Source: an optimization exercise on an open RTL-to-GDS flow (aim: small area, a short achievable clock period and few clock cycles per item). Production flows keep margins and buffers that such runs may drop. No run shown here included a check of the RTL's function; only the layout flow was run. Power is estimated from default activity; no workload was simulated.

## flow/design.v (module list and top-level ports; edited modules follow where they fit)
// module hdcorr_engine: 873 lines
module hdcorr_engine (
    input  wire        clk,
    input  wire        rst,
    input  wire        in_valid,
    output wire        in_ready,
    input  wire [31:0] in_data,
    output wire        rsp_valid,
    input  wire        rsp_ready,
    output wire [3:0]  rsp_status,
    output wire [31:0] rsp_val_i,
    output wire [31:0] rsp_val_q
);
  // ...
==> flow/flow/run.sh <==
#!/bin/bash
# Standard ORFS layout (the standard.sh, unchanged synthesis), with the
# timing repair asked to leave extra setup slack so that it works towards a
# shorter achieved period. Constraints and clock period are the design's.
set -euo pipefail
read MARGIN TNS < flow/repair.txt
bash standard.sh SETUP_SLACK_MARGIN=$MARGIN TNS_END_PERCENT=$TNS finish > standard.log 2>&1
==> flow/flow/repair.txt <==
9.5 20
==> flow/standard.sh <==
#!/bin/bash
# synth_recipe.tcl (not shown) runs the flow's synth.tcl, then flattens the netlist and writes it again
# the make line also repeats each setting of config.mk as NAME=value (left out here)
make -C /OpenROAD-flow-scripts/flow DESIGN_CONFIG=/design/flow/config.mk WORK_HOME=/design/flow/orfs CLKGATE_MAP_FILE= SYNTH_SCRIPT=/design/flow/synth_recipe.tcl "${@:-finish}"
==> flow/config.mk <==
export PLATFORM = sky130hd
export DESIGN_NAME = hdcorr_engine
export DESIGN_NICKNAME = hdcorr_engine
export VERILOG_FILES = /design/flow/design.v
export SDC_FILE = /design/flow/constraint.sdc
export NUM_CORES = 4
export LEC_CHECK = 0
export CAP_MARGIN = 20
export CORE_MARGIN = 2
export CORE_UTILIZATION = 40
export SLEW_MARGIN = 50
==> flow/constraint.sdc <==
create_clock -name core_clock -period 14.0 [get_ports {clk}]
set_input_delay 2.8000 -clock core_clock [delete_from_list [all_inputs] [get_ports {clk}]]
set_output_delay 2.8000 -clock core_clock [all_outputs]
set_load 0.01 [all_outputs]
==> results.yml, run 1 <==
status:
  outcome: "complete, no violations"
worst_hold_path:
  whs_path_depth: 0
  hold_path_end: "ts2[0]$_DFF_P_"
  hold_class: "register to register"
synthesis:
  synth-async-reset-ratio_pct: 0
  synthXorXnorAreaFrac_pct: 4.058
  synth_seq_area_share_pct: 50.52
  synth_mux_area_share_pct: 1.181
  synth_top_area_share_pct: 28.20
  synth_common_cells: "a21oi_1, nand2_1, dfxtp_1"
power_and_ir_drop:
  pwr_density_cell_nw_per_um2: 118.3
  top_power_group: "registers"
  seq-power_mw: 4.18
final_layout:
  seq_area_share_pct: 43.64
  inverters: 322
  finalInstanceArea_um2: 73790
  final_cell_mix: "a21oi_1, nand2_1, dfxtp_1"
worst_setup_path:
  path_class: "input port to register"
  r2r_end: "r0[3]$_DFF_P_"
  r2r_start: "ph1$_SDFF_PP0_"
  cp.required_ns: 14.66
  max_stage_delay_ns: 0.61
  crit_end: "outst[2]$_SDFF_PP0_"
routing:
  wl_met1_mm: 81.57
  vias: 50510
clocking:
  post_cts_buffers: 21
  cts_num_sinks: 1308
  insertion_delay_ns: 0.81
  cts-resized-gates: 152
global_routing:
  grt_util_met3_pct: 3.819
  met2_usage_pct: 35.71
sta:
  fin_crit_sh_pct: 37.86
  hold_slack_ns: 0.3070
  period_needed_ns: 5.300
place:
  pre_cts_ws_ns: 7.177
  place_area_um2: 66710
flow_run:
  drv_cap: 0
floorplan:
  die_area_um2: 162400
  core-area_um2: 158200
==> inputs of run 2 (changes only) <==
--- a/flow/design.v
+++ b/flow/design.v
@@ -24,19 +24,19 @@
     localparam [2:0] E_OPCODE = 3'd1;
     localparam [2:0] E_STATE  = 3'd2;
     localparam [2:0] E_SEL    = 3'd3;
     localparam [2:0] E_LEN0   = 3'd4;
     localparam [2:0] E_LENMAX = 3'd5;
     localparam [1:0] LC_EMPTY = 2'd0;
     localparam [1:0] LC_READY = 2'd1;
     localparam [1:0] LC_BOUND = 2'd2;
-    localparam [1:0] K_ZERO = 2'd0;
-    localparam [1:0] K_CORR = 2'd1;    
-    localparam [1:0] K_INFO = 2'd2;
+    localparam [2:0] K_ZERO = 3'd0;    
+    localparam [2:0] K_CORR = 3'd6;    
+    localparam [2:0] K_INFO = 3'd7;    
     localparam [1:0] P_CMD  = 2'd0;
     localparam [1:0] P_PSEQ = 2'd1;
     localparam [1:0] P_PUSH = 2'd2;
     reg [1:0]  lc;
     reg        path;
     reg [7:0]  pn;         
     reg [4:0]  errlog;
     reg        last_v;
@@ -45,27 +45,23 @@
     reg [23:0] opcnt;
     reg [2:0]  pend;       
     reg        gen;
     reg [2:0]  gsel;       
     reg [7:0]  gv;
     reg        clr_pend;   
     reg        rdy;
     reg        tv1;
-    reg [2:0]  ts1;
-    reg [1:0]  tk1;
+    reg [2:0]  tk1;
     reg        tv2;
-    reg [2:0]  ts2;
-    reg [1:0]  tk2;
+    reg [2:0]  tk2;
     reg        tv3;
-    reg [2:0]  ts3;
-    reg [1:0]  tk3;
+    reg [2:0]  tk3;
     reg        tv4;
-    reg [2:0]  ts4;
-    reg [1:0]  tk4;
+    reg [2:0]  tk4;
     reg        ph1;
     reg        ph2;
     reg        ph3;
     reg        qv0;
     reg [2:0]  qs0;
     reg [9:0]  qi0;
     reg [13:0] qq0;
     reg        qv1;
@@ -75,17 +71,17 @@
     reg        qv2;
     reg [2:0]  qs2;
     reg [9:0]  qi2;
     reg [13:0] qq2;
     reg        qv3;
     reg [2:0]  qs3;
     reg [9:0]  qi3;
     reg [13:0] qq3;
-    reg [2:0]  outst;      
+    reg [4:1]  owe;        
     assign in_ready   = rdy;
     assign rsp_valid  = qv0;
     assign rsp_status = {1'b0, qs0};
     assign rsp_val_i  = {{22{qi0[9]}}, qi0};
     assign rsp_val_q  = {{18{qq0[13]}}, qq0};
     wire        fire    = in_valid & rdy;
     wire [7:0]  opc     = in_data[31:24];
     wire [23:0] arg     = in_data[23:0];
@@ -95,17 +91,17 @@
     wire [3:0]  sel     = arg[3:0];
     wire        hd_i    = ~in_data[15] & (in_data[14:0] != 15'd0);
     wire        hd_q    = ~in_data[31] & (in_data[30:16] != 15'd0);
     wire is_empty = (lc == LC_EMPTY);
     wire is_ready = (lc == LC_READY);
     wire is_bound = (lc == LC_BOUND);
     reg        c_done;     
     reg [2:0]  c_st;
-    reg [1:0]  c_kind;
+    reg [2:0]  c_kind;
     always @(*) begin
         c_done = 1'b1;
         c_st   = ST_OK;
         c_kind = K_ZERO;
         case (opc)
         OP_PSEQ: begin
             c_done = arg_z;
             c_st   = is_empty ? E_LEN0 : E_STATE;
@@ -141,32 +137,33 @@
     wire cmd_fire  = fire & (pst == P_CMD);
     wire pseq_fire = fire & (pst == P_PSEQ);
     wire push_fire = fire & (pst == P_PUSH);
     wire pseq_last = (opcnt == 24'd1);
     wire push_ok   = push_fire & (pend == ST_OK);
     wire ref_ld    = pseq_fire & (pend == ST_OK);
     reg        n_tv;
     reg [2:0]  n_ts;
-    reg [1:0]  n_tk;
+    reg [2:0]  n_tk;
     always @(*) begin
         n_tv = 1'b0;
         n_ts = ST_OK;
         n_tk = K_ZERO;
         if (cmd_fire && c_done) begin
             n_tv = 1'b1;
             n_ts = c_st;
-            n_tk = (c_st == ST_OK) ? c_kind : K_ZERO;
+            n_tk = (c_st == ST_OK) ? c_kind : c_st;
         end else if (pseq_fire && pseq_last) begin
             n_tv = 1'b1;
             n_ts = pend;
+            n_tk = pend;
         end else if (push_fire) begin
             n_tv = 1'b1;
             n_ts = pend;
-            n_tk = (pend == ST_OK) ? K_CORR : K_ZERO;
+            n_tk = (pend == ST_OK) ? K_CORR : pend;
         end
     end
     reg [7:0] gmask, glmask, ginit;
     always @(*) begin
         case (gsel)
         3'd0:    begin gmask = 8'h03; glmask = 8'h03; ginit = 8'h02; end
         3'd1:    begin gmask = 8'h05; glmask = 8'h07; ginit = 8'h04; end
         3'd2:    begin gmask = 8'h09; glmask = 8'h0F; ginit = 8'h08; end
@@ -721,46 +718,50 @@
     always @(posedge clk) begin
         if (ph3) begin
             pu  <= pcnt;
             npu <= pns - pcnt;
         end
     end
     wire [8:0] dif_i = {1'b0, pcnt} - {1'b0, pu};
     wire [8:0] dif_q = {1'b0, npu} - {1'b0, pcnt};
+    wire [2:0] r_s = (tk4[2:1] == 2'b11) ? ST_OK : tk4;
     reg [9:0]  r_i;
     reg [13:0] r_q;
     always @(*) begin
         case (tk4)
         K_CORR:  begin r_i = {dif_i, 1'b0}; r_q = {{4{dif_q[8]}}, dif_q, 1'b0}; end
         K_INFO:  begin r_i = {2'b00, is_empty ? 8'd0 : pn};
                        r_q = {1'b0, errlog, 2'b00, last_v, path, 2'b10, lc}; end
         default: begin r_i = 10'd0; r_q = 14'd0; end
         endcase
     end
     wire take = qv0 & rsp_ready;
     wire [2:0] qcnt   = qv3 ? 3'd4 : qv2 ? 3'd3 : qv1 ? 3'd2 : {2'd0, qv0};
     wire [2:0] qpos   = qcnt - {2'd0, take};
     wire [2:0] qcnt_n = qpos + {2'd0, tv4};
-    wire [2:0] outst_n = outst + {2'd0, n_tv} - {2'd0, take};
+    wire [5:0] owe_x = {1'b0, owe, 1'b1};
+    wire [4:1] owe_n = (n_tv & ~take) ? owe_x[3:0] :
+                        (take & ~n_tv) ? owe_x[5:2] : owe;
+    wire        full_n = ~take & (owe[4] | (owe[3] & fire));
     always @(posedge clk) begin
         if (rst) begin
             lc       <= LC_EMPTY;
             path     <= 1'b0;
             pn       <= 8'd0;
             errlog   <= 5'd0;
             last_v   <= 1'b0;
             pst      <= P_CMD;
             gen      <= 1'b0;
             clr_pend <= 1'b0;
             rdy      <= 1'b0;
             tv1 <= 1'b0; tv2 <= 1'b0; tv3 <= 1'b0; tv4 <= 1'b0;
             ph1 <= 1'b0; ph2 <= 1'b0; ph3 <= 1'b0;
             qv0 <= 1'b0; qv1 <= 1'b0; qv2 <= 1'b0; qv3 <= 1'b0;
-            outst    <= 3'd0;
+            owe      <= 4'd0;
         end else begin
             clr_pend <= 1'b0;
             ph1 <= push_ok;
             ph2 <= ph1;
             ph3 <= ph2;
             if (cmd_fire) begin
                 case (opc)
                 OP_PSEQ: if (!arg_z) begin
@@ -838,36 +839,36 @@
             tv1 <= n_tv;
             tv2 <= tv1;
             tv3 <= tv2;
             tv4 <= tv3;
             qv0 <= (qcnt_n > 3'd0);
             qv1 <= (qcnt_n > 3'd1);
             qv2 <= (qcnt_n > 3'd2);
             qv3 <= (qcnt_n > 3'd3);
-            outst <= outst_n;
-            rdy <= (outst_n != 3'd4)
+            owe <= owe_n;
+            rdy <= ~full_n
                  & ~(gen & ~gdone)
                  & ~(cmd_fire & (opc == OP_PGEN || opc == OP_INFO))
                  & ~(tv1 & (tk1 == K_INFO))
                  & ~(tv2 & (tk2 == K_INFO));
         end
     end
     always @(posedge clk) begin
-        ts1 <= n_ts; tk1 <= n_tk;
-        ts2 <= ts1; tk2 <= tk1;
-        ts3 <= ts2; tk3 <= tk2;
-        ts4 <= ts3; tk4 <= tk3;
+        tk1 <= n_tk;
+        tk2 <= tk1;
+        tk3 <= tk2;
+        tk4 <= tk3;
         if (take) begin
             qs0 <= qs1; qi0 <= qi1; qq0 <= qq1;
             qs1 <= qs2; qi1 <= qi2; qq1 <= qq2;
             qs2 <= qs3; qi2 <= qi3; qq2 <= qq3;
         end
         if (tv4) begin
             case (qpos)
-            3'd0: begin qs0 <= ts4; qi0 <= r_i; qq0 <= r_q; end
-            3'd1: begin qs1 <= ts4; qi1 <= r_i; qq1 <= r_q; end
-            3'd2: begin qs2 <= ts4; qi2 <= r_i; qq2 <= r_q; end
-            default: begin qs3 <= ts4; qi3 <= r_i; qq3 <= r_q; end
+            3'd0: begin qs0 <= r_s; qi0 <= r_i; qq0 <= r_q; end
+            3'd1: begin qs1 <= r_s; qi1 <= r_i; qq1 <= r_q; end
+            3'd2: begin qs2 <= r_s; qi2 <= r_i; qq2 <= r_q; end
+            default: begin qs3 <= r_s; qi3 <= r_i; qq3 <= r_q; end
             endcase
         end
     end
 endmodule
==> flow/flow/run.sh (replaced) <==
#!/bin/bash
# Standard ORFS layout (the standard.sh, unchanged synthesis) with:
# - timing repair asked to leave extra setup slack (SETUP_SLACK_MARGIN), so
#   that it works towards a shorter achieved period, on a share of the
#   violating endpoints (TNS_END_PERCENT);
# - port buffers of a stronger buffer cell than the default, and resizing not
#   limited to cells of the same footprint.
# Constraints and clock period are the design's; make's output goes to
# standard.log, each ORFS step's log to orfs/logs/.
set -euo pipefail
read MARGIN TNS BUF < flow/repair.txt
bash standard.sh SETUP_SLACK_MARGIN=$MARGIN TNS_END_PERCENT=$TNS \
    "BUFFER_PORTS_ARGS=-buffer_cell $BUF" MATCH_CELL_FOOTPRINT=0 finish > standard.log 2>&1
==> flow/flow/repair.txt (replaced) <==
9.6 20 sky130_fd_sc_hd__buf_4
==> run 2 against run 1 <==
Against the previous run:
- largest cell class unchanged
- utilization is 0.56 points lower
- clock skew increased by 0.016 ns
- setup slack improved by 0.68 ns
- die area is 0.27% lower
- still clean
- cell count down 0.29%
- area after synthesis decreased by 0.27%
==> results.yml, run 2 <==
sta:
  finalHoldViolCount: 0
  tightest_slew_ns: 0.8054
  drv_slew: 0
  max_freq_ghz: 0.2166
  skew_ns: 0.05561
  period_needed_ns: 4.617
  fin_crit_sh_pct: 32.98
  setup_viol: 0
  grt_setup_unrepaired: "true"
  timing.final.ws_setup_ns: 9.383
  maxSlewHeadroom_pct: 46.11
clocking:
  htree_levels: 4
  cts_tree: "yes"
  cts_root_buf: "clkbuf_16"
  ctsHoldBuffers: 0
  insertion_delay_ns: 0.80
  cts_num_sinks: 1301
  clkTransAtPathRegs_ns: 0.06
  cts_made_buffers: 144
  clock_path_buffers: 3
synthesis:
  synth_ff_type: "dfxtp_1"
  synth_most_common_cell: "a21oi_1"
  synthCells: 6954
  synth_area_um2: 63500
  ys_ff_latch: 1301
  synth_top_area_share_pct: 28.28
  synthTopCellsByArea: "edfxtp_1, dfxtp_1, a21oi_1"
  synth_common_cells: "a21oi_1, nand2_1, dfxtp_1"
  avgSynthCellArea_um2: 9.132
  yosysWarnings: 1
  synth_cell_types: 76
  synth-edff-count: 598
  synth-async-reset-ratio_pct: 0
  syn_nets: 7275
  synth_seq_area_share_pct: 50.44
  yosysTopAreaCell: "edfxtp_1"
worst_setup_path:
  r2r_start: "pn[2]$_SDFFE_PP0P_"
  crit_path_start_kind: "input port"
  crit_end: "gsel[0]$_DFFE_PP_"
  path_class: "input port to register"
  startpoint: "in_data[26]"
  worstRegToRegCells: 13
  arrival_ns: 5.04
  crit_fanout: 15
  regToRegSetupSlack_ns: 9.54
  cp.required_ns: 14.43
  cp-end-kind: "register"
  r2r_end: "r0[3]$_DFF_P_"
final_layout:
  fin_nets: 7259
  fillers: 14820
  seqCellArea_um2: 32050
  drive_gt1_share_pct: 8.810
  multi_input_area_um2: 29040
  layout.cells.non_filler: 9136
  syn2layout_area_growth_pct: 14.67
  final_common_cell: "a21oi_1"
  final_cell_mix: "a21oi_1, nand2_1, dfxtp_1"
global_routing:
  grt_pass1_vias: 47150
  grt_pass1_wl_mm: 283.7
  track_usage_pct: 22.49
  grt_max_degree: 143
  grt_remaining_overflow: 0
  antenna_found_initial: 4
routing:
  route.detailed.drc: 0
  drtAntennaViolNets: 0
  via_per_inst: 5.485
  routedWlPerCell_um: 20.67
  drt_wl_total_mm: 188.9
  vias: 50110
  firstDrtPassIters: 6
  detail_route.iter0.violations: 4628
power_and_ir_drop:
  fin_total_pwr_mw: 8.535
  peakVddDrop_v: 0.0001035
  pwr_density_cell_nw_per_um2: 117.2
  p_leak_nw: 24.98
flow_run:
  drv_cap: 0
place:
  pre_cts_ws_ns: 7.760
  io_buffers: 104
  hpwl_mm: 119.7
  gp_congestion: 0.9736
  dpl.cell_count: 8788
floorplan:
  core-area_um2: 158000
  fp.dieW_um: 402.4
  start_util_pct: 40.19
  rows: 146
  die_area_um2: 162000
  fp.dieH_um: 402.4
  ios: 106
worst_hold_path:
  hold_class: "register to register"
  holdCritStartpoint: "tk3[0]$_DFF_P_"
status:
  outcome: "complete, no violations"
[run 2: cell families after synthesis]
| group | share of synthesized area [%] |
|---|---|
| compound gates | 14.91 |
| buf+inv | 4.622 |
| fa+ha+maj | 8.571 |
| simple gates | 15.85 |
| other cells | 0.005905 |
| mux | 1.488 |
| xor+xnor | 4.124 |
| flops | 50.44 |
[run 2: worst min-delay path by stage]
stage	depth (start not counted)	slack, ns	end
final	0	0.33	tk4[0]$_DFF_P_
after CTS	0	0.33	tk4[0]$_DFF_P_
after detailed placement	0	0.32	tk4[0]$_DFF_P_
after floorplan	0	0.31	tk4[0]$_DFF_P_
after global routing	0	0.33	tk4[0]$_DFF_P_
after global placement	0	0.31	tk4[0]$_DFF_P_
[run 2: repair_timing]
item | CTS | global route
setup buffers | 26 | 11
gates resized for setup | 111 | 67
pin swaps | 14 | 7
setup endpoints to repair | 822 | 570
gates cloned | 23 | 14
[run 2: cell type report]
cell class              count  area share [%]
clock inverters            66           1.041
clock buffers             202           5.485
multi-input cells        4921           39.89
inverters                 325           1.675
well taps                2072           3.560
flip-flops and latches   1301           44.01
diodes                      4         0.01375
repair buffers            245           4.327
[run 2: power breakdown]
| part | switching, mW | internal (mW) | leakage [nW] |
|---|---|---|---|
| Clock | 1.64 | 2.19 | 2.31 |
| Combinational | 0.244 | 0.303 | 12.9 |
| Sequential | 0.0873 | 4.08 | 9.75 |
| Total | 1.97 | 6.56 | 25.0 |
[run 2: through the flow]
| step | area (um2) | util (%) | hold WS (ns) | setup TNS, ns |
|---|---|---|---|---|
| global placement | 65750 | 41.61 | 0.3126 | 0 |
| floorplan | 63520 | - | 0.3096 | -1169.54 |
| detailed placement | 66210 | 41.90 | 0.3158 | 0 |
| finish | 72820 | 46.08 | 0.3284 | 0 |
| global route | 72810 | 46.08 | 0.3294 | 0 |
| CTS | 72130 | 45.65 | 0.3288 | 0 |
[run 2: per-layer routing]
layer	wire, um	vias up	global-route usage (%)
met4	6358	4	8.046
met5	23	-	0
met2	88470	1643	36.57
li1	-	23650	-
met1	80470	24480	29.99
met3	13550	327	4.195
[run 2: critical path: stages]
cell and delay (ns):
buf_4 0.20, or2b_1 0.29, a21o_1 0.23, a2111oi_0 0.59, o221a_4 0.32, nand3_2 0.17
nor3_1 0.45

## re-timing with driven ports
No port has a modelled driver above. Below, the same layouts with a new extraction and two added sets of constraints. Step 1, drivers: a clkbuf_16 drives clk and a buf_2 each remaining input, both assumed. Step 2, shift: input delay + t, output delay - t, t = (earliest + latest rising clock arrival at the registers) / 2. This alone moves slack from input paths to output paths. Slacks: ideal / step 1 / step 2; pairs: ideal / step 1.
run | t, ns | setup slack, ns | clock arrival spread, ns
run 1 | 0.866 | 8.700 / 8.746 / 7.880 | 0.040 / 0.040
run 2 | 0.857 | 9.383 / 9.436 / 8.578 | 0.055 / 0.055
After both steps every run listed still meets setup and hold. The setup slack of run 1, which loses most, moves by +0.046 ns with the drivers and by -0.820 ns with both steps.
